Source: an optimization exercise on an open RTL-to-GDS flow (aim: small area, a short achievable clock period and few clock cycles per item). Production flows keep margins and buffers that such runs may drop.
RTL that was checked went through simulation tests only; none was proved equivalent to the original.
Only the layout flow was run in runs 4 to 6; the RTL was not checked for function there.

File: design/flow/flow/abc_delay.script
strash
dch
map -D 3500
buffer -c
topo
stime -c
upsize -c
dnsize -c
File: design/flow/standard.sh
#!/bin/bash
# synth_recipe.tcl (not shown) runs the flow's synth.tcl, then flattens the netlist and writes it again
# the make line also repeats each setting of config.mk as NAME=value (left out here)
make -C /OpenROAD-flow-scripts/flow DESIGN_CONFIG=/design/flow/config.mk WORK_HOME=/design/flow/orfs CLKGATE_MAP_FILE= SYNTH_SCRIPT=/design/flow/synth_recipe.tcl "${@:-finish}"
File: design/flow/design.v
module sm3_compress (
    input  wire         clk,
    input  wire         rst,         
    input  wire         wvalid_i,    
    input  wire [31:0]  wdata_i,
    input  wire         wfinal_i,    
    output wire         wtake_o,     
    output wire         wopen_o,     
    output reg          done_o,      
    output wire [255:0] digest_o     
);
    localparam [255:0] IV = {32'h7380166F, 32'h4914B2B9, 32'h172442D7, 32'hDA8A0600,
                             32'hA96F30BC, 32'h163138AA, 32'hE38DEE4D, 32'hB0FB0E4E};
    localparam [31:0]  T0 = 32'h79CC4519;
    localparam [31:0]  T1 = 32'h7A879D8A;
    localparam [1:0] S_PRE   = 2'd0;     
    localparam [1:0] S_ROUND = 2'd1;
    localparam [1:0] S_FIN   = 2'd2;     
    function [31:0] rotl;
        input [31:0] x;
        input [4:0]  n;
        begin
            rotl = (x << n) | (x >> (6'd32 - {1'b0, n}));
        end
    endfunction
    function [31:0] p0;
        input [31:0] x;
        begin
            p0 = x ^ {x[22:0], x[31:23]} ^ {x[14:0], x[31:15]};
        end
    endfunction
    function [31:0] p1;
        input [31:0] x;
        begin
            p1 = x ^ {x[16:0], x[31:17]} ^ {x[8:0], x[31:9]};
        end
    endfunction
    function [31:0] add32;
        input [31:0] x;
        input [31:0] y;
        reg   [31:0] g, p, gn, pn;
        integer      i, d;
        begin
            g = x & y;
            p = x ^ y;
            for (d = 1; d < 32; d = d * 2) begin
                for (i = 0; i < 32; i = i + 1) begin
                    if (i >= d) begin
                        gn[i] = g[i] | (p[i] & g[i - d]);
                        pn[i] = p[i] & p[i - d];
                    end else begin
                        gn[i] = g[i];
                        pn[i] = p[i];
                    end
                end
                g = gn;
                p = pn;
            end
            add32 = (x ^ y) ^ {g[30:0], 1'b0};
        end
    endfunction
    reg [1:0]   state_q;
    reg [5:0]   round_q;
    reg [2:0]   npre_q;                  
    reg         first_q;                 
    reg         cur_final_q;             
    reg [255:0] v_q;                     
    reg [31:0]  a_q, b_q, c_q, d_q, e_q, f_q, g_q, h_q;
    reg [31:0]  k_q;                     
    reg         early_q;                 
    reg [511:0] w_q;                     
    wire in_round = (state_q == S_ROUND);
    wire in_pre   = (state_q == S_PRE);
    wire in_fin   = (state_q == S_FIN);
    wire need_in  = in_round & (round_q < 6'd11);
    wire opt_in   = (in_round & (round_q == 6'd63)) | in_fin | in_pre;
    wire take     = wvalid_i & (need_in | opt_in);
    wire gen      = in_round & (round_q >= 6'd11) & (round_q < 6'd63);
    wire shift    = take | gen;
    wire go       = in_round & (~need_in | wvalid_i);
    wire start    = in_pre & (npre_q == 3'd4) & wvalid_i;
    assign wtake_o = take;
    assign wopen_o = rst | ~in_round | ~go | (round_q < 6'd10) | (round_q >= 6'd62);
    wire [31:0] w0  = w_q[511:480];
    wire [31:0] w3  = w_q[415:384];
    wire [31:0] w7  = w_q[287:256];
    wire [31:0] w10 = w_q[191:160];
    wire [31:0] w11 = w_q[159:128];      
    wire [31:0] w13 = w_q[95:64];
    wire [31:0] w15 = w_q[31:0];         
    wire [31:0] w_gen = p1(w0 ^ w7 ^ {w13[16:0], w13[31:17]})
                        ^ {w3[24:0], w3[31:25]} ^ w10;
    wire [31:0] w_in  = gen ? w_gen : wdata_i;
    wire        early = early_q;
    wire [31:0] a_r12 = {a_q[19:0], a_q[31:20]};
    wire [31:0] ss_t  = a_r12 + e_q + k_q;
    wire [31:0] ss1   = {ss_t[24:0], ss_t[31:25]};
    wire [31:0] ss2   = ss1 ^ a_r12;
    wire [31:0] ff    = early ? (a_q ^ b_q ^ c_q)
                              : ((a_q & b_q) | (a_q & c_q) | (b_q & c_q));
    wire [31:0] gg    = early ? (e_q ^ f_q ^ g_q)
                              : ((e_q & f_q) | (~e_q & g_q));
    wire [31:0] ffdw  = ff + d_q + (w11 ^ w15);      
    wire [31:0] gghw  = gg + h_q + w11;              
    wire [31:0] tt1   = add32(ffdw, ss2);
    wire [31:0] tt2   = add32(gghw, ss1);
    wire [255:0] v_new = v_q ^ {a_q, b_q, c_q, d_q, e_q, f_q, g_q, h_q};
    assign digest_o = v_q;
    always @(posedge clk) begin
        if (shift)
            w_q <= {w_q[479:0], w_in};
        if (start) begin
            k_q     <= T0;
            early_q <= 1'b1;
        end else if (go) begin
            k_q     <= (round_q == 6'd15) ? rotl(T1, 5'd16) : {k_q[30:0], k_q[31]};
            if (round_q == 6'd15)
                early_q <= 1'b0;
        end
        if (go) begin
            a_q <= tt1;
            b_q <= a_q;
            c_q <= {b_q[22:0], b_q[31:23]};
            d_q <= c_q;
            e_q <= p0(tt2);
            f_q <= e_q;
            g_q <= {f_q[12:0], f_q[31:13]};
            h_q <= g_q;
        end else if (in_pre) begin
            {a_q, b_q, c_q, d_q, e_q, f_q, g_q, h_q} <= v_q;
        end
        if (in_fin)
            v_q <= v_new;
        else if (in_pre & first_q & ~done_o)
            v_q <= IV;
        if (rst) begin
            state_q     <= S_PRE;
            npre_q      <= 3'd0;
            first_q     <= 1'b1;
            cur_final_q <= 1'b0;
            done_o      <= 1'b0;
            round_q     <= 6'd0;
        end else begin
            done_o <= in_fin & cur_final_q;
            case (state_q)
                S_PRE: begin
                    if (start) begin
                        npre_q      <= 3'd0;
                        round_q     <= 6'd0;
                        cur_final_q <= 1'b0;
                        first_q     <= 1'b0;
                        state_q     <= S_ROUND;
                    end else if (take) begin
                        npre_q <= npre_q + 3'd1;
                    end
                end
                S_ROUND: begin
                    if (take & wfinal_i & need_in)
                        cur_final_q <= 1'b1;
                    if (take & ~need_in)
                        npre_q <= npre_q + 3'd1;
                    if (go) begin
                        round_q <= round_q + 6'd1;
                        if (round_q == 6'd63)
                            state_q <= S_FIN;
                    end
                end
                S_FIN: begin
                    if (take)
                        npre_q <= npre_q + 3'd1;
                    first_q <= cur_final_q;
                    state_q <= S_PRE;
                end
                default: state_q <= S_PRE;
            endcase
        end
    end
endmodule
module sm3_stream (
    input  wire         clk,
    input  wire         rst,          
    input  wire         in_valid,
    output reg          in_ready,
    input  wire [31:0]  in_data,      
    input  wire         in_last,
    input  wire [2:0]   in_nbytes,    
    output wire         out_valid,
    output wire [255:0] digest_o
);
    reg         pad_q;        
    reg         need80_q;     
    reg         lenblk_q;     
    reg [3:0]   slot_q;       
    reg [58:0]  words_q;      
    reg [1:0]   resid_q;      
    reg         clr_q;        
    wire        core_take;
    wire        core_open;
    wire [63:0] len_bits = {words_q, resid_q, 3'b000};
    wire        words_inc;      
    wire        nb4 = in_nbytes[2];     
    assign      words_inc = ~in_last | nb4;
    reg  [31:0] last_word;
    always @(*) begin
        case (in_nbytes[1:0])
            2'd0: last_word = 32'h80000000;
            2'd1: last_word = {in_data[31:24], 24'h800000};
            2'd2: last_word = {in_data[31:16], 16'h8000};
            default: last_word = {in_data[31:8], 8'h80};
        endcase
        if (nb4)
            last_word = in_data;
    end
    wire [31:0] pad_word = need80_q ? 32'h80000000 :
                           (lenblk_q & (slot_q == 4'd14)) ? len_bits[63:32] :
                           (lenblk_q & (slot_q == 4'd15)) ? len_bits[31:0] : 32'd0;
    wire        f_valid = pad_q | in_valid;
    wire [31:0] f_data  = pad_q ? pad_word : (in_last ? last_word : in_data);
    wire        f_final = pad_q & lenblk_q & (slot_q == 4'd15);
    wire        pad_n      = core_take ? (pad_q ? ~f_final : in_last) : pad_q;
    sm3_compress u_cf (
        .clk      (clk),
        .rst      (rst),
        .wvalid_i (f_valid),
        .wdata_i  (f_data),
        .wfinal_i (f_final),
        .wtake_o  (core_take),
        .wopen_o  (core_open),
        .done_o   (out_valid),
        .digest_o (digest_o)
    );
    always @(posedge clk) begin
        in_ready <= rst | (~pad_n & core_open);
        if (rst) begin
            pad_q      <= 1'b0;
            need80_q   <= 1'b0;
            lenblk_q   <= 1'b0;
            slot_q     <= 4'd0;
            clr_q      <= 1'b1;
        end else begin
            if (core_take) begin
                slot_q <= slot_q + 4'd1;
                if (!pad_q) begin
                    if (clr_q | words_inc)
                        words_q <= clr_q ? {58'd0, words_inc} : words_q + 59'd1;
                    clr_q   <= 1'b0;
                    if (in_last) begin
                        pad_q    <= 1'b1;
                        need80_q <= nb4;
                        resid_q  <= nb4 ? 2'd0 : in_nbytes[1:0];
                    end
                end else begin
                    need80_q <= 1'b0;
                    if (f_final) begin
                        pad_q <= 1'b0;
                        clr_q <= 1'b1;
                    end
                end
                if (slot_q == 4'd15)
                    lenblk_q <= pad_q ? ~lenblk_q : (in_last & ~nb4);
                else if (pad_q ? need80_q : (in_last & ~nb4))
                    lenblk_q <= (slot_q < 4'd14);
            end
        end
    end
endmodule
File: design/flow/config.mk
export PLATFORM = sky130hd
export DESIGN_NAME = sm3_stream
export DESIGN_NICKNAME = sm3_stream
export VERILOG_FILES = /design/flow/design.v
export SDC_FILE = /design/flow/constraint.sdc
export NUM_CORES = 4
export LEC_CHECK = 0
export CAP_MARGIN = 20
export CORE_MARGIN = 2
export CORE_UTILIZATION = 40
export PLACE_DENSITY = 0.6
export SLEW_MARGIN = 20
File: design/flow/flow/run.sh
#!/bin/bash
# Layout flow: the standard ORFS flow, with four changes.
#  1. Synthesis is ORFS's synthesis script (as synth_recipe.tcl runs it) except
#     that ABC maps the logic with the delay-oriented script flow/abc_delay.script
#     and adders are left to ABC (no full-adder cell mapping, ADDER_MAP_FILE empty).
#     Registers are mapped before ABC, so they are the standard synthesis's.
#  2. The timing repair passes aim for extra setup slack (SETUP_SLACK_MARGIN),
#     working on the worst 5% of the endpoints below it (TNS_END_PERCENT).
#  3. The port buffers are buf_2 cells instead of the default (a delay cell).
#  4. Clock tree synthesis adds no dummy loads and clusters up to 22 sinks per leaf buffer.
# The clock, constraints and every other step are the standard flow's.
set -euo pipefail
W=$(pwd)
SCR=${FLOW_HOME:-/OpenROAD-flow-scripts/flow}/scripts
sed "s#log_cmd abc {\*}\$abc_args#log_cmd abc {*}[lreplace \$abc_args 1 1 $W/flow/abc_delay.script]#" \
    "$SCR/synth.tcl" > "$W/synth_delay.tcl"
grep -q "abc_delay.script" "$W/synth_delay.tcl"
sed "s#\$::env(SCRIPTS_DIR)/synth.tcl#$W/synth_delay.tcl#" "$W/synth_recipe.tcl" > "$W/synth_recipe_delay.tcl"
grep -q "synth_delay.tcl" "$W/synth_recipe_delay.tcl"
bash standard.sh synth SYNTH_SCRIPT="$W/synth_recipe_delay.tcl" ADDER_MAP_FILE= > synth_make.log 2>&1
bash standard.sh finish SETUP_SLACK_MARGIN=14.5 TNS_END_PERCENT=0 \
    "BUFFER_PORTS_ARGS=-buffer_cell sky130_fd_sc_hd__buf_2" \
    "CTS_ARGS=-sink_clustering_enable -repair_clock_nets -dont_use_dummy_load -sink_clustering_size 22 -sink_clustering_max_diameter 100" \
    > layout_make.log 2>&1
File: design/flow/constraint.sdc
create_clock -name core_clock -period 20.0 [get_ports {clk}]
set_input_delay 4.0000 -clock core_clock [delete_from_list [all_inputs] [get_ports {clk}]]
set_output_delay 4.0000 -clock core_clock [all_outputs]
set_load 0.01 [all_outputs]
==> notes.md, run 1 <==
Clk_skew = 0.118 ns
Clk buf depth = 3
IO buf count = 296
Initial antenna violation count = 4
FF+latch count, synth = 1141
Top post-synthesis cells by area = edfxtp_1, xor2_1, nand2_1, o21ai_0, inv_1
Routability cong. = 0.940
Asr flop ratio synth = 0
Nets = 6553
Slew Viols, Final = 0
Mapped Nets = 6163
Global-route usage over all layers = 0.251
Global-route wire length before repair = 281000 um
Vias = 45400
Part of the Yosys area used for sequential elements = 0.560
Most frequent cells after synthesis = edfxtp_1, nand2_1, inv_1
Tcrit/Tclk final = 0.278
Setup violations, final = 0
Element type at the critical path end = register
CTS tree = built
DRT Pass-1 Iters = 5
Slew HR = 0.280
Multi-input gate area = 0.0245 mm2
Top FF cell, synth = edfxtp_1
CTS root buffer = clkbuf_16
Core box area = 0.150 mm2
Worst skew pair latency = 0.77 ns
Dpl hpwl = 146000 um
Outcome = complete, no violations
Clock sink total = 1141
WS Path Type = in2reg
P&R area growth vs syn = 13.3%
Max Clock Freq = 0.180 GHz
Min Clock Period, post-route = 5.57 ns
Fill cells = 14200
# rows = 142
Crit path DAT = 6.06 ns
Most frequent cell after synthesis = edfxtp_1
DRT Wirelength = 201000 um
Cts hold-fix bufs = 0
RSZ-0062 raised after global routing = yes
Mapped Area = 0.0602 mm2
DP Area = 0.0640 mm2
Yosys top cell area share = 0.541
Die Width = 392 um
Required time of the critical path = 20.50 ns
CP Launch Type = input pin
Initial Utilization = 0.402
Crit path max fanout = 8
Via/cell ratio = 5.32
Synth Instances = 6124
Final Util = 0.456
DIE AREA = 0.154 mm2
DR iter-0 viols = 4854
DRC Markers = 0
Total grt overflow = 0
Post-synth EDFFs = 1085
Actual slew at the worst max-slew pin = 1.08 ns
WHS = 0.358 ns
Die Y = 392 um
H-tree depth = 2
Largest net degree at the start of global routing = 130
CTS Buf Count = 60
Design area = 0.0682 mm2
Clock Pin Slew Worst Setup and Hold Paths = 0.09 ns
Ys Warns = 2
Post-route antenna net violation count = 0
Number of distinct library cells after synthesis = 96
Num ports = 297
Syn_area_per_cell = 9.83 um2
Hold/Removal Path Class = reg2reg
Max-cap viol count = 0
Register Area = 0.0337 mm2
Post-synth top area cell = edfxtp_1
Layout cells sized above 1 = 0.151
Setup TNS Final = 0 ns
Routed WL per cell = 23.6 um
Final hold violation count = 0
Vias in the first global route = 40900
[worst max-delay path, cell delays in order]
cell and delay, ns:
buf_2 0.12, nor2_1 0.42, inv_1 0.16, nor2_1 0.23, inv_1 0.06, o21ai_0 0.24, inv_1 0.24, a2bb2oi_2 0.42
o22ai_1 0.16
[timing repair]
item / CTS / global route
pin swaps: 6 / 60
buffers inserted: 41 / 94
setup endpoints to repair: 728 / 509
gates resized for setup: 68 / 224
cloned: 4 / 7
[metal layers]
metal  track usage  part of all wire  up-vias
met1         0.357              0.43    22000
met2         0.383              0.45     1711
met5             0                 0        -
met3        0.0293             0.075      270
li1              -                 -    21400
met4         0.116             0.048        0
[through the flow]
| step | instances | setup WS, ns |
|---|---|---|
| 6_report | 8531 | 14.43 |
| 2_1_floorplan | 6124 | 11.66 |
| 3_5_place_dp | 8322 | 12.16 |
| 5_1_grt | 8528 | 14.28 |
| 3_3_place_gp | 8322 | 12.20 |
| 4_1_cts | 8427 | 14.28 |
[area by class of cell]
type	instances	share of cell area
flip-flops and latches	1141	0.494
multi-input cells	4113	0.359
repair buffers	477	0.0474
inverters	720	0.0401
well taps	2016	0.0370
clock buffers	60	0.0220
diodes	3	0.000110
repair inverters	1	0.0000734
[flip-flops by register name, indices dropped and copies added (netlist names), 3 cells and up]
signal and count:
u_cf.w_q 512, u_cf.v_q 256, words_q 59, u_cf.a_q 32, u_cf.b_q 32, u_cf.c_q 32
u_cf.d_q 32, u_cf.e_q 32, u_cf.f_q 32, u_cf.g_q 32, u_cf.h_q 32, u_cf.k_q 32
u_cf.round_q 6, slot_q 4, u_cf.npre_q 3
[cell usage in the layout, fill, tap and decap left out, drive strengths merged, types with 95 or more instances in the layout]
cell type,count
nor2,728
nor3,95
o21ai,713
inv,709
xnor2,249
edfxtp,1085
buf,470
xor2,479
nand3,99
a21oi,416
nand2,911
[worst paths after layout]
kind / from / to / slack (ns) / depth (start not counted)
worst max-delay path: in_nbytes[2] / u_cf.w_q[29] / 14.43 / 9
worst min-delay path: u_cf.w_q[234] / u_cf.w_q[266] / 0.36 / 0
worst max register to register: u_cf.e_q[2] / u_cf.a_q[29] / 14.49 / 29
worst min register to register: u_cf.w_q[234] / u_cf.w_q[266] / 0.36 / 0
[cells by family after synthesis]
family	Yosys count	synth area share
fa+ha+maj	3	0.000499
xor+xnor	728	0.109
flops	1141	0.560
simple gates	2004	0.144
compound gates	1376	0.131
buf+inv	872	0.0558
Testbench counts, summed over its fixed seeds: cycles 58,300, bytes 42,033.
==> run 2, diff against run 1 <==
--- a/design/flow/flow/run.sh
+++ b/design/flow/flow/run.sh
@@ -4,8 +4,8 @@
 #     that ABC maps the logic with the delay-oriented script flow/abc_delay.script
 #     and adders are left to ABC (no full-adder cell mapping, ADDER_MAP_FILE empty).
 #     Registers are mapped before ABC, so they are the standard synthesis's.
-#  2. The timing repair passes aim for extra setup slack (SETUP_SLACK_MARGIN),
-#     working on the worst 5% of the endpoints below it (TNS_END_PERCENT).
+#  2. The timing repair passes aim for extra setup slack (SETUP_SLACK_MARGIN)
+#     and work on the worst path only (TNS_END_PERCENT=0).
 #  3. The port buffers are buf_2 cells instead of the default (a delay cell).
 #  4. Clock tree synthesis adds no dummy loads and clusters up to 22 sinks per leaf buffer.
 # The clock, constraints and every other step are the standard flow's.
==> notes.md, run 2 <==
Outcome = complete, no violations (unchanged)
Initial antenna violation count = 4 (unchanged)
Dpl hpwl = 146000 um (unchanged)
Min Clock Period, post-route = 5.57 ns (unchanged)
Mapped Area = 0.0602 mm2 (unchanged)
Routed WL per cell = 23.6 um (unchanged)
Worst reg2reg path startpoint = u_cf.e_q[2] (unchanged)
Hold path start = u_cf.w_q[234] (unchanged)
Actual slew at the worst max-slew pin = 1.08 ns (unchanged)
Part of the Yosys area used for sequential elements = 0.560 (unchanged)
Element type at the critical path end = register (unchanged)
Post-synth top area cell = edfxtp_1 (unchanged)
Nets = 6553 (unchanged)
DR iter-0 viols = 4854 (unchanged)
Most common cell after layout, fill and taps aside = edfxtp_1 (unchanged)
Asr flop ratio synth = 0 (unchanged)
DRC Markers = 0 (unchanged)
Max-cap viol count = 0 (unchanged)
WS Path Type = in2reg (unchanged)
Top Registers = u_cf.w_q x512, u_cf.v_q x256, words_q x59 (unchanged)
CP Launch Type = input pin (unchanged)
DIE AREA = 0.154 mm2 (unchanged)
# rows = 142 (unchanged)
Ys Warns = 2 (unchanged)
DRT Wirelength = 201000 um (unchanged)
Worst skew pair latency = 0.77 ns (about the same)
Clk_skew = 0.118 ns (unchanged)
Max reg flops = 512 (unchanged)
Setup crit start = in_nbytes[2] (unchanged)
Vias in the first global route = 40900 (unchanged)
Yosys top cell area share = 0.541 (unchanged)
Total grt overflow = 0 (unchanged)
CTS Buf Count = 60 (unchanged)
Cts hold-fix bufs = 0 (unchanged)
IO buf count = 296 (unchanged)
Vias = 45400 (unchanged)
Setup violations, final = 0 (unchanged)
H-tree depth = 2 (unchanged)
Most frequent cells after synthesis = edfxtp_1, nand2_1, inv_1 (unchanged)
CTS tree = built (unchanged)
Routability cong. = 0.940 (unchanged)
FF+latch count, synth = 1141 (unchanged)
Die Y = 392 um (unchanged)
DRT Pass-1 Iters = 5 (unchanged)
Synth Instances = 6124 (unchanged)
Most flops, register = u_cf.w_q (unchanged)
Top FF cell, synth = edfxtp_1 (unchanged)
Clock sink total = 1141 (unchanged)
Required time of the critical path = 20.50 ns (about the same)
Post-route antenna net violation count = 0 (unchanged)
Global-route wire length before repair = 281000 um (unchanged)
Post-synth EDFFs = 1085 (unchanged)
Hold/Removal Path Class = reg2reg (unchanged)
Clk buf depth = 3 (unchanged)
Max Clock Freq = 0.180 GHz (unchanged)
Slew Viols, Final = 0 (unchanged)
Most frequent cell after synthesis = edfxtp_1 (unchanged)
Die Width = 392 um (unchanged)
Largest net degree at the start of global routing = 130 (unchanged)
Crit path DAT = 6.06 ns (about the same)
Setup TNS Final = 0 ns (unchanged)
P&R area growth vs syn = 13.3% (unchanged)
Num ports = 297 (unchanged)
Most frequent cells in the layout = edfxtp_1, nand2_1, inv_1 (unchanged)
Tcrit/Tclk final = 0.278 (unchanged)
Top post-synthesis cells by area = edfxtp_1, xor2_1, nand2_1, o21ai_0, inv_1 (unchanged)
Via/cell ratio = 5.32 (unchanged)
Slew HR = 0.280 (unchanged)
Number of distinct library cells after synthesis = 96 (unchanged)
Clock Pin Slew Worst Setup and Hold Paths = 0.09 ns (about the same)
CTS root buffer = clkbuf_16 (unchanged)
Initial Utilization = 0.402 (unchanged)
RSZ-0062 raised after global routing = yes (unchanged)
Crit path max fanout = 8 (unchanged)
Syn_area_per_cell = 9.83 um2 (unchanged)
Final hold violation count = 0 (unchanged)
Mapped Nets = 6163 (unchanged)
Core box area = 0.150 mm2 (unchanged)
Layout cells sized above 1 = 0.151 (unchanged)
Global-route usage over all layers = 0.251 (unchanged)
## run 2: cell counts after synthesis
No cell type changed its count.
## run 2: through the flow
step | area [um2] | cells | utilization | hold WS [ns] | setup WS, ns
after CTS | 66300 | 8427 | 0.443 | 0.352 | 14.28
after detailed placement | 64000 | 8322 | 0.428 | 0.405 | 12.16
final | 68200 | 8531 | 0.456 | 0.358 | 14.43
after global routing | 68200 | 8528 | 0.456 | 0.344 | 14.28
after floorplan | 60300 | 6124 | - | 0.400 | 11.66
after global placement | 64000 | 8322 | 0.427 | 0.400 | 12.20
## run 2: final cells by class
type / instances / area (um2)
Timing Repair inverter: 1 / 5.00
Inverter: 720 / 2730
Antenna cell: 3 / 7.51
Tap cell: 2016 / 2520
Clock buffer: 60 / 1500
Fill cell: 14200 / 81400
Timing Repair Buffer: 477 / 3230
Multi-Input combinational cell: 4113 / 24500
Sequential cell: 1141 / 33700
## run 2: kinds of logic after synthesis
kind of cell | share of synthesized area
AO/OA/AOI/OAI | 0.131
adder cells (fa/ha/maj) | 0.000499
AND/OR/NAND/NOR | 0.144
flip-flops | 0.560
XOR/XNOR | 0.109
buffers and inverters | 0.0558
## run 2: repair_timing
action	in CTS	in global routing
setup endpoints to repair	728	509
gates cloned	4	7
buffers inserted	41	94
pin swaps	6	60
resized for setup	68	224
## run 2: worst paths after layout
check | endpoint | depth (start not counted) | slack [ns]
worst min-delay path | u_cf.w_q[266] | 0 | 0.36
worst min register to register | u_cf.w_q[266] | 0 | 0.36
worst max register to register | u_cf.a_q[29] | 29 | 14.49
worst max-delay path | u_cf.w_q[29] | 9 | 14.43
## run 2: per-layer routing
layer  GRT usage  wire [um]
met1       0.357      86400
met2       0.383      90000
met5           0          0
met4       0.116       9660
met3      0.0293      15100
## run 2: critical path, cell delays in order
cell and delay (ns):
buf_2 0.12, nor2_1 0.42, inv_1 0.16, nor2_1 0.23, inv_1 0.06, o21ai_0 0.24, inv_1 0.24, a2bb2oi_2 0.42
o22ai_1 0.16
==> run 3, diff against run 2 <==
--- a/design/flow/flow/run.sh
+++ b/design/flow/flow/run.sh
@@ -20,5 +20,5 @@
 bash standard.sh synth SYNTH_SCRIPT="$W/synth_recipe_delay.tcl" ADDER_MAP_FILE= > synth_make.log 2>&1
 bash standard.sh finish SETUP_SLACK_MARGIN=14.5 TNS_END_PERCENT=0 \
     "BUFFER_PORTS_ARGS=-buffer_cell sky130_fd_sc_hd__buf_2" \
-    "CTS_ARGS=-sink_clustering_enable -repair_clock_nets -dont_use_dummy_load -sink_clustering_size 22 -sink_clustering_max_diameter 100" \
+    "CTS_ARGS=-sink_clustering_enable -repair_clock_nets -dont_use_dummy_load -sink_clustering_size 28 -sink_clustering_max_diameter 120" \
     > layout_make.log 2>&1
==> notes.md, run 3 <==
Outcome = complete, no violations (unchanged)
DRT Pass-1 Iters = 6 (was 5)
Top post-synthesis cells by area = edfxtp_1, xor2_1, nand2_1, o21ai_0, inv_1 (unchanged)
Global-route usage over all layers = 0.251 (about the same)
Core box area = 0.150 mm2 (unchanged)
Clk buf depth = 3 (unchanged)
Clock sink total = 1141 (unchanged)
Global-route wire length before repair = 280000 um (was 281000 um)
Most flops, register = u_cf.w_q (unchanged)
Required time of the critical path = 20.27 ns (was 20.50 ns)
Routability cong. = 0.940 (unchanged)
Via/cell ratio = 5.33 (was 5.32)
H-tree depth = 2 (unchanged)
Worst Setup Slack, final = 14.42 ns (was 14.43 ns)
Actual slew at the worst max-slew pin = 1.08 ns (about the same)
Critical-path cell list = buf_2 > nor2_4 > inv_2 > nor2_4 > nor2_4 > buf_12 > buf_12 > buf_12 (was buf_2 > nor2_1 > inv_1 > nor2_1 > inv_1 > o21ai_0 > inv_1 > a2bb2oi_2 > o22ai_1)
Final hold violation count = 0 (unchanged)
Setup violations, final = 0 (unchanged)
Vias = 45400 (about the same)
Top FF cell, synth = edfxtp_1 (unchanged)
Total grt overflow = 0 (unchanged)
Max-cap viol count = 0 (unchanged)
Vias in the first global route = 40600 (was 40900)
Clock Pin Slew Worst Setup and Hold Paths = 0.12 ns (was 0.09 ns)
Max reg flops = 512 (unchanged)
Max Clock Freq = 0.179 GHz (was 0.180 GHz)
Crit-path max cell delay = 0.39 ns (was 0.42 ns)
Worst skew pair latency = 0.74 ns (was 0.77 ns)
Mapped Area = 0.0602 mm2 (unchanged)
Die Width = 392 um (unchanged)
Crit path max fanout = 68 (was 8)
Synth Instances = 6124 (unchanged)
Crit path buf inv count = 5 (was 4)
Post-synth top area cell = edfxtp_1 (unchanged)
Top Registers = u_cf.w_q x512, u_cf.v_q x256, words_q x59 (unchanged)
CTS tree = built (unchanged)
P&R area growth vs syn = 12.9% (was 13.3%)
Setup TNS Final = 0 ns (unchanged)
Part of the Yosys area used for sequential elements = 0.560 (unchanged)
Die Y = 392 um (unchanged)
RSZ-0062 raised after global routing = yes (unchanged)
Largest net degree at the start of global routing = 130 (unchanged)
DRT Wirelength = 201000 um (about the same)
Inserted Diodes = 0 (was 3)
Num ports = 297 (unchanged)
# rows = 142 (unchanged)
CTS Buf Count = 50 (was 60)
Slowest CP cell = buf_12 (was nor2_1)
Initial antenna violation count = 7 (was 4)
Min Clock Period, post-route = 5.58 ns (was 5.57 ns)
CP Launch Type = input pin (unchanged)
Layout cells sized above 1 = 0.151 (about the same)
Tcrit/Tclk final = 0.279 (was 0.278)
Dpl hpwl = 146000 um (unchanged)
Slew Viols, Final = 0 (unchanged)
Hold/Removal Path Class = reg2reg (unchanged)
CTS root buffer = clkbuf_16 (unchanged)
Nets = 6538 (was 6553)
Mapped Nets = 6163 (unchanged)
FF+latch count, synth = 1141 (unchanged)
Yosys top cell area share = 0.541 (unchanged)
Crit path DAT = 5.85 ns (was 6.06 ns)
Pre-CTS WS = 12.16 ns (unchanged)
Syn_area_per_cell = 9.83 um2 (unchanged)
Most frequent cells in the layout = edfxtp_1, nand2_1, inv_1 (unchanged)
WS Path Type = in2reg (unchanged)
Most frequent cells after synthesis = edfxtp_1, nand2_1, inv_1 (unchanged)
Post-route antenna net violation count = 0 (unchanged)
Initial Utilization = 0.402 (unchanged)
DIE AREA = 0.154 mm2 (unchanged)
Post-synth EDFFs = 1085 (unchanged)
DRC Markers = 0 (unchanged)
Clk_skew = 0.127 ns (was 0.118 ns)
Worst path top cell family by delay = buffers and inverters (was compound AO/OA/AOI/OAI gates)
Number of distinct library cells after synthesis = 96 (unchanged)
Cts hold-fix bufs = 0 (unchanged)
DR iter-0 viols = 4610 (was 4854)
Routed WL per cell = 23.6 um (about the same)
IO buf count = 296 (unchanged)
Most common cell after layout, fill and taps aside = edfxtp_1 (unchanged)
Ys Warns = 2 (unchanged)
Element type at the critical path end = register (unchanged)
Most frequent cell after synthesis = edfxtp_1 (unchanged)
Asr flop ratio synth = 0 (unchanged)
Slew HR = 0.277 (was 0.280)
[run 3: cell counts after synthesis]
Identical to the previous run, type by type.
[run 3: area by class of cell]
type	count	area, um2
clock buffer	50	1250
timing repair buffer	472	3230
sequential	1141	33700
timing repair inverter	1	5.00
multi-input combinational	4113	24500
fill	14200	81600
inverter	720	2730
tap	2016	2520
[run 3: cell families (layout without fill, tap and decap cells)]
group | Yosys count | count (layout) | synth area share
AOI/OAI and AO/OA | 1376 | 1376 | 0.131
xor gates and xnor gates | 728 | 728 | 0.109
adders and majority gates | 3 | 3 | 0.000499
buffers and inverters | 872 | 1243 | 0.0558
DFF | 1141 | 1141 | 0.560
and+or+nand+nor | 2004 | 2006 | 0.144
[run 3: timing repair]
| item | in CTS | in global routing |
|---|---|---|
| endpoints found under the setup margin | 728 | 520 |
| pin swaps | 5 | 65 |
| resized for setup | 61 | 252 |
| buffers inserted | 40 | 92 |
| gates cloned | 4 | 5 |
[run 3: final timing paths]
kind	start	endpoint	slack, ns	cells after the start
worst max-delay path	in_valid	u_cf.a_q[12]	14.42	8
worst min-delay path	u_cf.w_q[234]	u_cf.w_q[266]	0.38	0
worst max register to register	u_cf.e_q[2]	u_cf.a_q[29]	14.51	29
worst min register to register	u_cf.w_q[234]	u_cf.w_q[266]	0.38	0
[run 3: routing by layer]
metal  global-route usage  vias up  wire length [um]
met5                    0        -                 0
met4                0.109        0             10400
met3               0.0318      263             15100
met2                0.384     1752             89200
met1                0.356    22000             86300
li1                     -    21400                 -
[run 3: per-stage QoR]
step	instance area, um2	utilization	hold slack (ns)	cells
3_5_place_dp	64000	0.428	0.405	8322
6_report	68000	0.454	0.376	8513
2_1_floorplan	60300	-	0.400	6124
4_1_cts	66000	0.441	0.371	8416
5_1_grt	68000	0.454	0.370	8513
3_3_place_gp	64000	0.427	0.400	8322
[run 3: worst reg2reg max path: cells and delay by family (launching register included)]
family	cells	cell delay [ns]
simple gates	12	1.50
buf+inv	2	0.33
xor+xnor	4	0.91
flops	1	0.59
compound gates	11	1.89
==> run 4, diff against run 3 <==
--- a/design/flow/design.v
+++ b/design/flow/design.v
@@ -66,7 +66,6 @@
     reg         cur_final_q;             
     reg [255:0] v_q;                     
     reg [31:0]  a_q, b_q, c_q, d_q, e_q, f_q, g_q, h_q;
-    reg [31:0]  k_q;                     
     reg         early_q;                 
     reg [511:0] w_q;                     
     wire in_round = (state_q == S_ROUND);
@@ -93,7 +92,8 @@
     wire [31:0] w_in  = gen ? w_gen : wdata_i;
     wire        early = early_q;
     wire [31:0] a_r12 = {a_q[19:0], a_q[31:20]};
-    wire [31:0] ss_t  = a_r12 + e_q + k_q;
+    wire [31:0] k_j   = rotl(early ? T0 : T1, round_q[4:0]);    
+    wire [31:0] ss_t  = a_r12 + e_q + k_j;
     wire [31:0] ss1   = {ss_t[24:0], ss_t[31:25]};
     wire [31:0] ss2   = ss1 ^ a_r12;
     wire [31:0] ff    = early ? (a_q ^ b_q ^ c_q)
@@ -109,14 +109,10 @@
     always @(posedge clk) begin
         if (shift)
             w_q <= {w_q[479:0], w_in};
-        if (start) begin
-            k_q     <= T0;
+        if (start)
             early_q <= 1'b1;
-        end else if (go) begin
-            k_q     <= (round_q == 6'd15) ? rotl(T1, 5'd16) : {k_q[30:0], k_q[31]};
-            if (round_q == 6'd15)
-                early_q <= 1'b0;
-        end
+        else if (go & (round_q == 6'd15))
+            early_q <= 1'b0;
         if (go) begin
             a_q <= tt1;
             b_q <= a_q;
--- a/design/flow/flow/run.sh
+++ b/design/flow/flow/run.sh
@@ -4,8 +4,8 @@
 #     that ABC maps the logic with the delay-oriented script flow/abc_delay.script
 #     and adders are left to ABC (no full-adder cell mapping, ADDER_MAP_FILE empty).
 #     Registers are mapped before ABC, so they are the standard synthesis's.
-#  2. The timing repair passes aim for extra setup slack (SETUP_SLACK_MARGIN)
-#     and work on the worst path only (TNS_END_PERCENT=0).
+#  2. The timing repair passes aim for extra setup slack (SETUP_SLACK_MARGIN),
+#     working on the worst 5% of the endpoints below it (TNS_END_PERCENT).
 #  3. The port buffers are buf_2 cells instead of the default (a delay cell).
 #  4. Clock tree synthesis adds no dummy loads and clusters up to 22 sinks per leaf buffer.
 # The clock, constraints and every other step are the standard flow's.
@@ -20,5 +20,5 @@
 bash standard.sh synth SYNTH_SCRIPT="$W/synth_recipe_delay.tcl" ADDER_MAP_FILE= > synth_make.log 2>&1
 bash standard.sh finish SETUP_SLACK_MARGIN=14.5 TNS_END_PERCENT=0 \
     "BUFFER_PORTS_ARGS=-buffer_cell sky130_fd_sc_hd__buf_2" \
-    "CTS_ARGS=-sink_clustering_enable -repair_clock_nets -dont_use_dummy_load -sink_clustering_size 28 -sink_clustering_max_diameter 120" \
+    "CTS_ARGS=-sink_clustering_enable -repair_clock_nets -dont_use_dummy_load -sink_clustering_size 22 -sink_clustering_max_diameter 100" \
     > layout_make.log 2>&1
==> notes.md, run 4 <==
Outcome = complete, no violations (unchanged)
R2R Setup Slk = 14.12 ns (was 14.51 ns)
Core box area = 0.158 mm2 (was 0.150 mm2)
Top post-synthesis cells by area = edfxtp_1, nand2_1, xor2_1, o21ai_0, inv_1 (was edfxtp_1, xor2_1, nand2_1, o21ai_0, inv_1)
Setup violations, final = 0 (unchanged)
Final Util = 0.468 (was 0.454)
Vias = 53100 (was 45400)
Die Width = 402 um (was 392 um)
Placed Cells = 9220 (was 8322)
R2R depth = 30 (was 29)
Num ports = 297 (unchanged)
Asr flop ratio synth = 0 (unchanged)
Mux contribution to synthesized area = 0.000158 (was 0)
Clock Pin Slew Worst Setup and Hold Paths = 0.10 ns (was 0.12 ns)
Post-Synth XOR/XNOR Area = 0.0867 (was 0.109)
Crit path DAT = 6.23 ns (was 5.85 ns)
Adder-cell area share of the yosys netlist = 0.000316 (was 0.000499)
Required time of the critical path = 20.35 ns (was 20.27 ns)
Simple-gate share of the synthesized area = 0.184 (was 0.144)
Max reg flops = 512 (unchanged)
CTS tree = built (unchanged)
# rows = 146 (was 142)
Largest net degree at the start of global routing = 244 (was 130)
Actual slew at the worst max-slew pin = 1.34 ns (was 1.08 ns)
Global-route wire length before repair = 346000 um (was 280000 um)
CTS root buffer = clkbuf_16 (unchanged)
Nets = 7442 (was 6538)
Clock sink total = 1109 (was 1141)
Clk_skew = 0.115 ns (was 0.127 ns)
Top FF cell, synth = edfxtp_1 (unchanged)
CP Launch Type = register (was input pin)
Initial antenna violation count = 9 (was 7)
Post-synth EDFFs = 1085 (unchanged)
Part of the Yosys area used for sequential elements = 0.522 (was 0.560)
DRT Pass-1 Iters = 7 (was 6)
Critical path endpoint = u_cf.a_q[25] (was u_cf.a_q[12])
Slew HR = 0.0989 (was 0.277)
Routed WL per cell = 26.1 um (was 23.6 um)
Most frequent cell after synthesis = nand2_1 (was edfxtp_1)
Crit path max fanout = 12 (was 68)
P&R area growth vs syn = 16.7% (was 12.9%)
Syn_area_per_cell = 9.07 um2 (was 9.83 um2)
Slew Viols, Final = 0 (unchanged)
Setup TNS Final = 0 ns (unchanged)
CTS Buf Count = 68 (was 50)
Largest family of logic cells by synthesized area = simple AND/OR/NAND/NOR gates (unchanged)
Tcrit/Tclk final = 0.294 (was 0.279)
Element type at the critical path end = register (unchanged)
Synth Instances = 6984 (was 6124)
WS Path Type = reg2reg (was in2reg)
Hold/Removal Path Class = reg2reg (unchanged)
RSZ-0062 raised after global routing = yes (unchanged)
Global-route usage over all layers = 0.297 (was 0.251)
Setup crit start = u_cf.early_q (was in_valid)
Top Registers = u_cf.w_q x512, u_cf.v_q x256, words_q x59 (unchanged)
Final hold violation count = 0 (unchanged)
Synth Area in Compound Gates = 0.145 (was 0.131)
Worst skew pair latency = 0.72 ns (was 0.74 ns)
DRC Markers = 0 (unchanged)
Most flops, register = u_cf.w_q (unchanged)
WHS = 0.384 ns (was 0.376 ns)
Via/cell ratio = 5.60 (was 5.33)
Most common cell after layout, fill and taps aside = nand2_1 (was edfxtp_1)
Slowest CP cell = dfxtp_4 (was buf_12)
DR iter-0 viols = 6237 (was 4610)
IO buf count = 296 (unchanged)
H-tree depth = 3 (was 2)
Max Clock Freq = 0.170 GHz (was 0.179 GHz)
Most frequent cells after synthesis = nand2_1, edfxtp_1, inv_1 (was edfxtp_1, nand2_1, inv_1)
Mapped Area = 0.0633 mm2 (was 0.0602 mm2)
Worst reg2reg path startpoint = u_cf.early_q (was u_cf.e_q[2])
Dpl hpwl = 190000 um (was 146000 um)
Clk buf depth = 3 (unchanged)
Post-synth top area cell = edfxtp_1 (unchanged)
Total grt overflow = 0 (unchanged)
FF+latch count, synth = 1109 (was 1141)
Die Y = 402 um (was 392 um)
Crit Reg-Reg Endpoint = u_cf.a_q[25] (was u_cf.a_q[29])
Min Clock Period, post-route = 5.88 ns (was 5.58 ns)
Routability cong. = 0.994 (was 0.940)
Number of distinct library cells after synthesis = 101 (was 96)
Crit-path max cell delay = 0.50 ns (was 0.39 ns)
Non-filler instance count after layout = 9476 (was 8513)
Vias in the first global route = 48500 (was 40600)
Most frequent cells in the layout = nand2_1, edfxtp_1, inv_1 (was edfxtp_1, nand2_1, inv_1)
Mapped Nets = 7023 (was 6163)
DIE AREA = 0.161 mm2 (was 0.154 mm2)
Layout cells sized above 1 = 0.186 (was 0.151)
Yosys top cell area share = 0.515 (was 0.541)
Ys Warns = 2 (unchanged)
Post-route antenna net violation count = 0 (unchanged)
CP dominant cell by count = nand2_1
DRT Wirelength = 247000 um (was 201000 um)
Initial Utilization = 0.401 (was 0.402)
Max-cap viol count = 0 (unchanged)
[run 4: cell types whose count changed after synthesis, moves of 41 or more]
cell,before,now
inv_1,693,795
a21oi_1,399,460
nand4_1,21,65
xor2_1,463,381
o21ai_1,84,134
a31oi_1,32,73
nand3_1,93,306
nand2_1,887,1204
[run 4: repair_timing]
| item | CTS | global route |
|---|---|---|
| pin swaps | 92 | 114 |
| setup endpoints to repair | 659 | 521 |
| buffers inserted | 113 | 62 |
| hold buffers | 0 | 0 |
| gates resized for setup | 505 | 284 |
| cloned | 7 | 1 |
[run 4: per-stage QoR]
stage | instance area (um2) | setup slack, ns
global route | 73900 | 13.92
detailed placement | 67000 | 11.62
CTS | 72100 | 14.24
finish | 73900 | 14.12
floorplan | 63400 | 11.65
global placement | 67000 | 11.68
[run 4: cells by family after synthesis]
group	count (synthesis)
AND/OR/NAND/NOR	2651
AO/OA/AOI/OAI	1602
flip-flops	1109
buffers and inverters	999
XOR/XNOR	620
adder cells (fa/ha/maj)	2
multiplexers	1
[run 4: how the worst min path moves through the flow]
stage | end | start | slack (ns) | depth (start not counted)
floorplan | u_cf.w_q[128] | u_cf.w_q[96] | 0.40 | 0
CTS | u_cf.w_q[338] | u_cf.w_q[306] | 0.38 | 0
global placement | u_cf.w_q[499] | u_cf.w_q[467] | 0.40 | 0
global route | u_cf.w_q[338] | u_cf.w_q[306] | 0.39 | 0
finish | u_cf.w_q[143] | u_cf.w_q[111] | 0.38 | 0
detailed placement | u_cf.w_q[142] | u_cf.w_q[110] | 0.40 | 0
[run 4: routing by layer]
layer	vias up	wire length (um)	part of all wire	track usage
li1	24600	-	-	-
met1	25800	107000	0.43	0.423
met2	2317	109000	0.44	0.453
met3	351	19700	0.080	0.0420
met4	2	12000	0.048	0.122
met5	-	18	0.000073	0
[run 4: worst max-delay path: cells and delay by family, from the launching register on]
family                 cells  cell delay [ns]
AND/OR/NAND/NOR           18             2.67
flip-flops                 1             0.50
AO/OA/AOI/OAI              9             1.83
buffers and inverters      2             0.30
XOR/XNOR                   1             0.24
[run 4: area by class of cell]
cell class              instances  area, um2
diodes                          3       7.51
clock buffers                  68       1700
fillers                     15200      84000
inverters                     821       3130
multi-input cells            4878      29700
flip-flops and latches       1109      33100
well taps                    2072       2590
repair buffers                524       3670
repair inverters                1       7.51
==> run 5, diff against run 4 <==
--- a/design/flow/design.v
+++ b/design/flow/design.v
@@ -66,6 +66,7 @@
     reg         cur_final_q;             
     reg [255:0] v_q;                     
     reg [31:0]  a_q, b_q, c_q, d_q, e_q, f_q, g_q, h_q;
+    reg [31:0]  k_q;                     
     reg         early_q;                 
     reg [511:0] w_q;                     
     wire in_round = (state_q == S_ROUND);
@@ -92,8 +93,7 @@
     wire [31:0] w_in  = gen ? w_gen : wdata_i;
     wire        early = early_q;
     wire [31:0] a_r12 = {a_q[19:0], a_q[31:20]};
-    wire [31:0] k_j   = rotl(early ? T0 : T1, round_q[4:0]);    
-    wire [31:0] ss_t  = a_r12 + e_q + k_j;
+    wire [31:0] ss_t  = a_r12 + e_q + k_q;
     wire [31:0] ss1   = {ss_t[24:0], ss_t[31:25]};
     wire [31:0] ss2   = ss1 ^ a_r12;
     wire [31:0] ff    = early ? (a_q ^ b_q ^ c_q)
@@ -109,10 +109,14 @@
     always @(posedge clk) begin
         if (shift)
             w_q <= {w_q[479:0], w_in};
-        if (start)
+        if (start) begin
+            k_q     <= T0;
             early_q <= 1'b1;
-        else if (go & (round_q == 6'd15))
-            early_q <= 1'b0;
+        end else if (go) begin
+            k_q     <= (round_q == 6'd15) ? rotl(T1, 5'd16) : {k_q[30:0], k_q[31]};
+            if (round_q == 6'd15)
+                early_q <= 1'b0;
+        end
         if (go) begin
             a_q <= tt1;
             b_q <= a_q;
@@ -183,6 +187,10 @@
     output wire         out_valid,
     output wire [255:0] digest_o
 );
+    reg         ib_valid_q;
+    reg [31:0]  ib_data_q;
+    reg         ib_last_q;
+    reg [2:0]   ib_nb_q;
     reg         pad_q;        
     reg         need80_q;     
     reg         lenblk_q;     
@@ -194,26 +202,28 @@
     wire        core_open;
     wire [63:0] len_bits = {words_q, resid_q, 3'b000};
     wire        words_inc;      
-    wire        nb4 = in_nbytes[2];     
-    assign      words_inc = ~in_last | nb4;
+    wire        nb4 = ib_nb_q[2];     
+    assign      words_inc = ~ib_last_q | nb4;
     reg  [31:0] last_word;
     always @(*) begin
-        case (in_nbytes[1:0])
+        case (ib_nb_q[1:0])
             2'd0: last_word = 32'h80000000;
-            2'd1: last_word = {in_data[31:24], 24'h800000};
-            2'd2: last_word = {in_data[31:16], 16'h8000};
-            default: last_word = {in_data[31:8], 8'h80};
+            2'd1: last_word = {ib_data_q[31:24], 24'h800000};
+            2'd2: last_word = {ib_data_q[31:16], 16'h8000};
+            default: last_word = {ib_data_q[31:8], 8'h80};
         endcase
         if (nb4)
-            last_word = in_data;
+            last_word = ib_data_q;
     end
     wire [31:0] pad_word = need80_q ? 32'h80000000 :
                            (lenblk_q & (slot_q == 4'd14)) ? len_bits[63:32] :
                            (lenblk_q & (slot_q == 4'd15)) ? len_bits[31:0] : 32'd0;
-    wire        f_valid = pad_q | in_valid;
-    wire [31:0] f_data  = pad_q ? pad_word : (in_last ? last_word : in_data);
+    wire        f_valid = pad_q | ib_valid_q;
+    wire [31:0] f_data  = pad_q ? pad_word : (ib_last_q ? last_word : ib_data_q);
     wire        f_final = pad_q & lenblk_q & (slot_q == 4'd15);
-    wire        pad_n      = core_take ? (pad_q ? ~f_final : in_last) : pad_q;
+    wire        ib_take = core_take & ~pad_q;
+    wire        ib_valid_n = (in_valid & in_ready) | (ib_valid_q & ~ib_take);
+    wire        pad_n      = core_take ? (pad_q ? ~f_final : ib_last_q) : pad_q;
     sm3_compress u_cf (
         .clk      (clk),
         .rst      (rst),
@@ -226,24 +236,34 @@
         .digest_o (digest_o)
     );
     always @(posedge clk) begin
-        in_ready <= rst | (~pad_n & core_open);
+        if (in_valid & in_ready) begin
+            ib_data_q <= in_data;
+            ib_last_q <= in_last;
+            ib_nb_q   <= in_nbytes;
+        end
+        in_ready <= rst | ~ib_valid_n | (~pad_n & core_open);
         if (rst) begin
+            ib_valid_q <= 1'b0;
             pad_q      <= 1'b0;
             need80_q   <= 1'b0;
             lenblk_q   <= 1'b0;
             slot_q     <= 4'd0;
             clr_q      <= 1'b1;
         end else begin
+            if (in_valid & in_ready)
+                ib_valid_q <= 1'b1;
+            else if (ib_take)
+                ib_valid_q <= 1'b0;
             if (core_take) begin
                 slot_q <= slot_q + 4'd1;
                 if (!pad_q) begin
                     if (clr_q | words_inc)
                         words_q <= clr_q ? {58'd0, words_inc} : words_q + 59'd1;
                     clr_q   <= 1'b0;
-                    if (in_last) begin
+                    if (ib_last_q) begin
                         pad_q    <= 1'b1;
                         need80_q <= nb4;
-                        resid_q  <= nb4 ? 2'd0 : in_nbytes[1:0];
+                        resid_q  <= nb4 ? 2'd0 : ib_nb_q[1:0];
                     end
                 end else begin
                     need80_q <= 1'b0;
@@ -253,8 +273,8 @@
                     end
                 end
                 if (slot_q == 4'd15)
-                    lenblk_q <= pad_q ? ~lenblk_q : (in_last & ~nb4);
-                else if (pad_q ? need80_q : (in_last & ~nb4))
+                    lenblk_q <= pad_q ? ~lenblk_q : (ib_last_q & ~nb4);
+                else if (pad_q ? need80_q : (ib_last_q & ~nb4))
                     lenblk_q <= (slot_q < 4'd14);
             end
         end
--- a/design/flow/flow/run.sh
+++ b/design/flow/flow/run.sh
@@ -18,7 +18,7 @@
 sed "s#\$::env(SCRIPTS_DIR)/synth.tcl#$W/synth_delay.tcl#" "$W/synth_recipe.tcl" > "$W/synth_recipe_delay.tcl"
 grep -q "synth_delay.tcl" "$W/synth_recipe_delay.tcl"
 bash standard.sh synth SYNTH_SCRIPT="$W/synth_recipe_delay.tcl" ADDER_MAP_FILE= > synth_make.log 2>&1
-bash standard.sh finish SETUP_SLACK_MARGIN=14.5 TNS_END_PERCENT=0 \
+bash standard.sh finish SETUP_SLACK_MARGIN=14.5 TNS_END_PERCENT=5 \
     "BUFFER_PORTS_ARGS=-buffer_cell sky130_fd_sc_hd__buf_2" \
     "CTS_ARGS=-sink_clustering_enable -repair_clock_nets -dont_use_dummy_load -sink_clustering_size 22 -sink_clustering_max_diameter 100" \
     > layout_make.log 2>&1
==> notes.md, run 5 <==
Outcome = complete, no violations (unchanged)
Routed WL per cell = 24.8 um (was 26.1 um)
R2R depth = 26 (was 30)
Die Width = 397 um (was 402 um)
Worst skew pair latency = 0.71 ns (was 0.72 ns)
Vias = 46900 (was 53100)
Synth Area in Compound Gates = 0.127 (was 0.145)
Layout cells sized above 1 = 0.157 (was 0.186)
Number of distinct library cells after synthesis = 88 (was 101)
Max reg flops = 512 (unchanged)
Post-synth top area cell = edfxtp_1 (unchanged)
Slew HR = 0.220 (was 0.0989)
DR iter-0 viols = 5321 (was 6237)
RSZ-0062 raised after global routing = yes (unchanged)
R2R Setup Slk = 14.50 ns (was 14.12 ns)
Slowest CP cell = edfxtp_1 (was dfxtp_4)
Final hold violation count = 0 (unchanged)
Global-route usage over all layers = 0.266 (was 0.297)
Worst Setup Slack, final = 14.42 ns (was 14.12 ns)
IO buf count = 296 (unchanged)
H-tree depth = 3 (unchanged)
Dpl hpwl = 163000 um (was 190000 um)
Num ports = 297 (unchanged)
P&R area growth vs syn = 14.4% (was 16.7%)
Most frequent cell after synthesis = edfxtp_1 (was nand2_1)
Mapped Area = 0.0617 mm2 (was 0.0633 mm2)
Clk_skew = 0.0819 ns (was 0.115 ns)
Most frequent cells in the layout = edfxtp_1, nand2_1, inv_1 (was nand2_1, edfxtp_1, inv_1)
# rows = 144 (was 146)
Tcrit/Tclk final = 0.279 (was 0.294)
Post-synth EDFFs = 1121 (was 1085)
Clock Pin Slew Worst Setup and Hold Paths = 0.08 ns (was 0.10 ns)
WS Path Type = reg2out (was reg2reg)
Routability cong. = 0.975 (was 0.994)
DRT Pass-1 Iters = 7 (unchanged)
Top Registers = u_cf.w_q x512, u_cf.v_q x256, words_q x59 (unchanged)
Worst reg2reg path startpoint = u_cf.g_q[2] (was u_cf.early_q)
Clock sink total = 1178 (was 1109)
WHS = 0.353 ns (was 0.384 ns)
FF+latch count, synth = 1178 (was 1109)
CP Launch Type = register (unchanged)
Adder-cell area share of the yosys netlist = 0.000487 (was 0.000316)
Element type at the critical path end = primary output (was register)
Synth Instances = 6262 (was 6984)
Crit Reg-Reg Endpoint = u_cf.e_q[8] (was u_cf.a_q[25])
DRC Markers = 0 (unchanged)
Max Clock Freq = 0.179 GHz (was 0.170 GHz)
Clk buf depth = 3 (unchanged)
Core box area = 0.154 mm2 (was 0.158 mm2)
Most flops, register = u_cf.w_q (unchanged)
DIE AREA = 0.157 mm2 (was 0.161 mm2)
Worst path top cell family by delay = flip-flops (was simple AND/OR/NAND/NOR gates)
Yosys top cell area share = 0.546 (was 0.515)
DRT Wirelength = 216000 um (was 247000 um)
Most frequent cells after synthesis = edfxtp_1, nand2_1, inv_1 (was nand2_1, edfxtp_1, inv_1)
Slew Viols, Final = 0 (unchanged)
Total grt overflow = 0 (unchanged)
Asr flop ratio synth = 0 (unchanged)
Pre-CTS WS = 12.93 ns (was 11.62 ns)
Top FF cell, synth = edfxtp_1 (unchanged)
Largest family of logic cells by synthesized area = simple AND/OR/NAND/NOR gates (unchanged)
Post-Synth XOR/XNOR Area = 0.109 (was 0.0867)
Final Util = 0.459 (was 0.468)
Largest net degree at the start of global routing = 144 (was 244)
Fill cells = 14500 (was 15200)
Hold/Removal Path Class = reg2reg (unchanged)
CTS root buffer = clkbuf_16 (unchanged)
Crit path max fanout = 2 (was 12)
Vias in the first global route = 42800 (was 48500)
Setup violations, final = 0 (unchanged)
Most common cell after layout, fill and taps aside = edfxtp_1 (was nand2_1)
Ys Warns = 2 (unchanged)
Max-cap viol count = 0 (unchanged)
Part of the Yosys area used for sequential elements = 0.564 (was 0.522)
Crit-path max cell delay = 0.68 ns (was 0.50 ns)
Required time of the critical path = 16.00 ns (was 20.35 ns)
Nets = 6707 (was 7442)
Die Y = 397 um (was 402 um)
CTS tree = built (unchanged)
Critical path endpoint = digest_o[158] (was u_cf.a_q[25])
Setup crit start = u_cf.v_q[158] (was u_cf.early_q)
Via/cell ratio = 5.39 (was 5.60)
Actual slew at the worst max-slew pin = 1.16 ns (was 1.34 ns)
Setup TNS Final = 0 ns (unchanged)
Crit path DAT = 1.58 ns (was 6.23 ns)
Global-route wire length before repair = 302000 um (was 346000 um)
Critical-path cell list = buf_2
Top post-synthesis cells by area = edfxtp_1, xor2_1, nand2_1, o21ai_0, inv_1 (was edfxtp_1, nand2_1, xor2_1, o21ai_0, inv_1)
Initial Utilization = 0.401 (about the same)
Simple-gate share of the synthesized area = 0.142 (was 0.184)
Mapped Nets = 6301 (was 7023)
Crit path buf inv count = 1 (was 2)
Initial antenna violation count = 12 (was 9)
Syn_area_per_cell = 9.85 um2 (was 9.07 um2)
WP depth = 1 (was 30)
Min Clock Period, post-route = 5.58 ns (was 5.88 ns)
Mux contribution to synthesized area = 0 (was 0.000158)
CTS Buf Count = 68 (unchanged)
Post-route antenna net violation count = 0 (unchanged)
-- run 5: cell types whose count changed after synthesis, moves of 46 or more --
cell,change
o21ai_0,-47
nand2_1,-266
a21oi_1,-72
inv_1,-71
xor2_1,+73
nand3_1,-190
nand4_1,-46
-- run 5: worst min-delay path by stage --
stage / start / end / slack [ns] / cells after the start
after floorplan: u_cf.w_q[96] / u_cf.w_q[128] / 0.40 / 0
after global placement: u_cf.w_q[36] / u_cf.w_q[68] / 0.40 / 0
after detailed placement: u_cf.w_q[216] / u_cf.w_q[248] / 0.40 / 0
after CTS: u_cf.w_q[124] / u_cf.w_q[156] / 0.34 / 0
after global routing: u_cf.w_q[309] / u_cf.w_q[341] / 0.35 / 0
final: u_cf.w_q[124] / u_cf.w_q[156] / 0.35 / 0
-- run 5: kinds of logic after synthesis --
kind of cell	after synthesis
flops	1178
compound gates	1358
buf+inv	906
xor+xnor	753
fa+ha+maj	3
simple gates	2064
-- run 5: metal layers --
| layer | GRT usage | up-vias | wire, um |
|---|---|---|---|
| li1 | - | 21900 | - |
| met1 | 0.388 | 22900 | 96300 |
| met3 | 0.0375 | 267 | 16800 |
| met2 | 0.405 | 1887 | 94700 |
| met5 | 0 | - | 13 |
| met4 | 0.0875 | 2 | 8430 |
-- run 5: what timing repair did --
action / 4_1_cts / 5_1_grt
buffers inserted: 57 / 93
hold buffers: 0 / 0
gates resized for setup: 110 / 291
pin swaps: 23 / 79
gates cloned: 2 / 1
setup endpoints to repair: 222 / 253
-- run 5: area by class of cell --
| type | count | area [um2] | share of cell area |
|---|---|---|---|
| Tap cell | 2044 | 2560 | 0.0362 |
| Inverter | 748 | 2830 | 0.0401 |
| Antenna cell | 2 | 5.00 | 0.0000709 |
| Timing Repair Buffer | 493 | 3290 | 0.0466 |
| Sequential cell | 1178 | 34800 | 0.493 |
| Clock buffer | 68 | 1700 | 0.0241 |
| Multi-Input combinational cell | 4179 | 25400 | 0.360 |
-- run 5: metrics by stage --
| step | cell area, um2 | instances |
|---|---|---|
| final | 70600 | 8712 |
| after CTS | 68400 | 8615 |
| after global routing | 70600 | 8710 |
| after global placement | 65500 | 8488 |
| after floorplan | 61700 | 6262 |
| after detailed placement | 65500 | 8488 |
==> run 6, diff against run 5 <==
--- a/design/flow/flow/run.sh
+++ b/design/flow/flow/run.sh
@@ -18,7 +18,7 @@
 sed "s#\$::env(SCRIPTS_DIR)/synth.tcl#$W/synth_delay.tcl#" "$W/synth_recipe.tcl" > "$W/synth_recipe_delay.tcl"
 grep -q "synth_delay.tcl" "$W/synth_recipe_delay.tcl"
 bash standard.sh synth SYNTH_SCRIPT="$W/synth_recipe_delay.tcl" ADDER_MAP_FILE= > synth_make.log 2>&1
-bash standard.sh finish SETUP_SLACK_MARGIN=14.5 TNS_END_PERCENT=5 \
+bash standard.sh finish SETUP_SLACK_MARGIN=14.5 TNS_END_PERCENT=0 CORE_UTILIZATION=50 PLACE_DENSITY=0.65 \
     "BUFFER_PORTS_ARGS=-buffer_cell sky130_fd_sc_hd__buf_2" \
     "CTS_ARGS=-sink_clustering_enable -repair_clock_nets -dont_use_dummy_load -sink_clustering_size 22 -sink_clustering_max_diameter 100" \
     > layout_make.log 2>&1
==> notes.md, run 6 <==
CTS Buf Count = 67 (was 68)
Cts hold-fix bufs = 0 (unchanged)
Hold/Removal Path Class = reg2reg (unchanged)
Vias = 46500 (was 46900)
Crit path DAT = 5.94 ns (was 1.58 ns)
Syn_area_per_cell = 9.85 um2 (unchanged)
Routability cong. = 1.01 (was 0.975)
DIE AREA = 0.126 mm2 (was 0.157 mm2)
FF+latch count, synth = 1178 (unchanged)
Top FF cell, synth = edfxtp_1 (unchanged)
Part of the Yosys area used for sequential elements = 0.564 (unchanged)
Asr flop ratio synth = 0 (unchanged)
Synth Instances = 6262 (unchanged)
Most frequent cell after synthesis = edfxtp_1 (unchanged)
Top post-synthesis cells by area = edfxtp_1, xor2_1, nand2_1, o21ai_0, inv_1 (unchanged)
Global-route wire length before repair = 300000 um (was 302000 um)
Clock Pin Slew Worst Setup and Hold Paths = 0.10 ns (was 0.08 ns)
CTS root buffer = clkbuf_16 (unchanged)
Nets = 6632 (was 6707)
Slew HR = 0.210 (was 0.220)
Required time of the critical path = 20.33 ns (was 16.00 ns)
Top Registers = u_cf.w_q x512, u_cf.v_q x256, words_q x59 (unchanged)
Most common cell after layout, fill and taps aside = edfxtp_1 (unchanged)
DRT Pass-1 Iters = 7 (unchanged)
Setup TNS Final = 0 ns (unchanged)
Number of distinct library cells after synthesis = 88 (unchanged)
Initial Utilization = 0.506 (was 0.401)
Clock sink total = 1178 (unchanged)
Core box area = 0.122 mm2 (was 0.154 mm2)
Max-cap viol count = 0 (unchanged)
Max reg flops = 512 (unchanged)
P&R area growth vs syn = 11.1% (was 14.4%)
Final hold violation count = 0 (unchanged)
Die Y = 355 um (was 397 um)
Vias in the first global route = 42400 (was 42800)
Max Clock Freq = 0.178 GHz (was 0.179 GHz)
Dpl hpwl = 164000 um (was 163000 um)
Actual slew at the worst max-slew pin = 1.18 ns (was 1.16 ns)
Design area = 0.0685 mm2 (was 0.0706 mm2)
WS Path Type = reg2reg (was reg2out)
Global-route usage over all layers = 0.332 (was 0.266)
Layout cells sized above 1 = 0.130 (was 0.157)
Min Clock Period, post-route = 5.60 ns (was 5.58 ns)
Yosys top cell area share = 0.546 (unchanged)
Post-synth EDFFs = 1121 (unchanged)
Clk buf depth = 3 (unchanged)
Element type at the critical path end = register (was primary output)
Ys Warns = 2 (unchanged)
Slew Viols, Final = 0 (unchanged)
Crit path max fanout = 5 (was 2)
DRC Markers = 0 (unchanged)
Outcome = complete, no violations (unchanged)
CTS tree = built (unchanged)
DRT Wirelength = 213000 um (was 216000 um)
Total grt overflow = 0 (unchanged)
IO buf count = 296 (unchanged)
Worst skew pair latency = 0.69 ns (was 0.71 ns)
WHS = 0.380 ns (was 0.353 ns)
Die Width = 355 um (was 397 um)
# rows = 128 (was 144)
Clk_skew = 0.0972 ns (was 0.0819 ns)
RSZ-0062 raised after global routing = yes (unchanged)
DP Area = 0.0650 mm2 (was 0.0655 mm2)
Most frequent cells in the layout = edfxtp_1, nand2_1, inv_1 (unchanged)
Initial antenna violation count = 7 (was 12)
H-tree depth = 3 (unchanged)
Num ports = 297 (unchanged)
Most flops, register = u_cf.w_q (unchanged)
Hold Path Depth = 0 (unchanged)
R2R depth = 27 (was 26)
Largest net degree at the start of global routing = 189 (was 144)
CP Launch Type = register (unchanged)
Post-synth top area cell = edfxtp_1 (unchanged)
Post-route antenna net violation count = 0 (unchanged)
Tcrit/Tclk final = 0.280 (was 0.279)
Most frequent cells after synthesis = edfxtp_1, nand2_1, inv_1 (unchanged)
Via/cell ratio = 5.65 (was 5.39)
Mapped Nets = 6301 (unchanged)
Mapped Area = 0.0617 mm2 (unchanged)
Routed WL per cell = 26.0 um (was 24.8 um)
Setup violations, final = 0 (unchanged)
DR iter-0 viols = 5570 (was 5321)
[run 6: cell counts after synthesis]
No cell type changed its count.
[run 6: critical path, stage by stage, from the launching register on]
cell      delay [ns]
edfxtp_1        0.34
buf_4           0.27
inv_6           0.13
nand2_1         0.07
o21ai_1         0.07
xor2_1          0.17
or2_1           0.26
and2_1          0.17
xor2_1          0.15
and2_1          0.20
nor2_4          0.19
inv_1           0.10
nor2_4          0.16
a21boi_4        0.10
xnor2_1         0.66
nand2_1         0.14
inv_1           0.13
nor2_2          0.07
a21oi_1         0.30
o21ai_1         0.18
a21oi_2         0.22
nand2_2         0.12
a21oi_2         0.24
xor2_2          0.27
buf_4           0.17
xnor2_1         0.15
xnor2_1         0.15
o21ai_1         0.07
[run 6: repair_timing]
item / in CTS / in global routing
setup buffers: 47 / 27
endpoints found under the setup margin: 48 / 133
resized for setup: 95 / 124
pin swaps: 11 / 15
cloned: 1 / 0
[run 6: path summary, 6_finish.rpt]
kind / startpoint / endpoint / slack (ns)
worst min-delay path: u_cf.w_q[327] / u_cf.w_q[359] / 0.38
worst min register to register: u_cf.w_q[327] / u_cf.w_q[359] / 0.38
worst max register to register: u_cf.e_q[6] / u_cf.e_q[27] / 14.40
worst max-delay path: u_cf.e_q[6] / u_cf.e_q[27] / 14.40
[run 6: area by class of cell]
class	instances	area, um2
tap	1625	2030
multi-input combinational	4178	24500
sequential	1178	34800
fill	10900	53500
antenna	3	7.51
clock buffer	67	1680
inverter	748	2840
timing repair buffer	420	2680
[run 6: metal layers]
| layer | global-route usage | share of wire | vias to the layer above |
|---|---|---|---|
| met5 | 0 | 0.000061 | - |
| li1 | - | - | 21700 |
| met4 | 0.114 | 0.042 | 2 |
| met1 | 0.487 | 0.44 | 22600 |
| met2 | 0.501 | 0.43 | 1855 |
| met3 | 0.0531 | 0.081 | 279 |
[run 6: through the flow]
| stage | setup slack [ns] | util | instances |
|---|---|---|---|
| final | 14.40 | 0.562 | 8219 |
| after global routing | 14.18 | 0.561 | 8216 |
| after CTS | 14.44 | 0.554 | 8189 |
| after detailed placement | 13.03 | 0.533 | 8074 |
| after global placement | 12.99 | 0.533 | 8074 |
| after floorplan | 12.29 | - | 6262 |
[run 6: kinds of logic (layout without fill, tap and decap cells)]
family          count (synthesis)  in the layout  share of synthesized area
compound gates               1358           1358                      0.127
buf+inv                       906           1235                     0.0571
xor+xnor                      753            753                      0.109
fa+ha+maj                       3              3                   0.000487
flops                        1178           1178                      0.564
other cells                     0              3                          0
simple gates                 2064           2064                      0.142

## afterwards: timing with drivers on the ports
In the flow no input, the clock included, has a driving cell. The finished layouts below were timed again as built, in two steps. Step 1 (the two cells are an assumption about what drives the block):
set clk [get_ports {clk}]
set_driving_cell -lib_cell sky130_fd_sc_hd__clkbuf_16 $clk
set_driving_cell -lib_cell sky130_fd_sc_hd__buf_2 [delete_from_list [all_inputs] $clk]
Step 2, shift: input delay + t, output delay - t, t = (earliest + latest rising clock arrival at the registers) / 2. This alone moves slack from input paths to output paths. Three values: ideal, step 1, step 2; two values: the first two.
run | shift t [ns] | setup slack, ns | hold WS [ns] | worst register clock-pin slew, ns
run 1 | 0.792 | 14.433 / 14.389 / 13.699 | 0.358 / 0.358 / 0.358 | 0.10 / 0.10
run 2 | 0.792 | 14.433 / 14.389 / 13.699 | 0.358 / 0.358 / 0.358 | 0.10 / 0.10
run 3 | 0.749 | 14.419 / 14.374 / 13.723 | 0.376 / 0.376 / 0.376 | 0.12 / 0.12
run 4 | 0.754 | 14.116 / 14.116 / 13.483 | 0.384 / 0.384 / 0.384 | 0.10 / 0.10
run 5 | 0.758 | 14.417 / 14.329 / 14.428 | 0.353 / 0.353 / 0.353 | 0.11 / 0.11
run 6 | 0.738 | 14.396 / 14.356 / 14.396 | 0.380 / 0.380 / 0.380 | 0.10 / 0.10
After both steps every run listed still meets setup and hold.
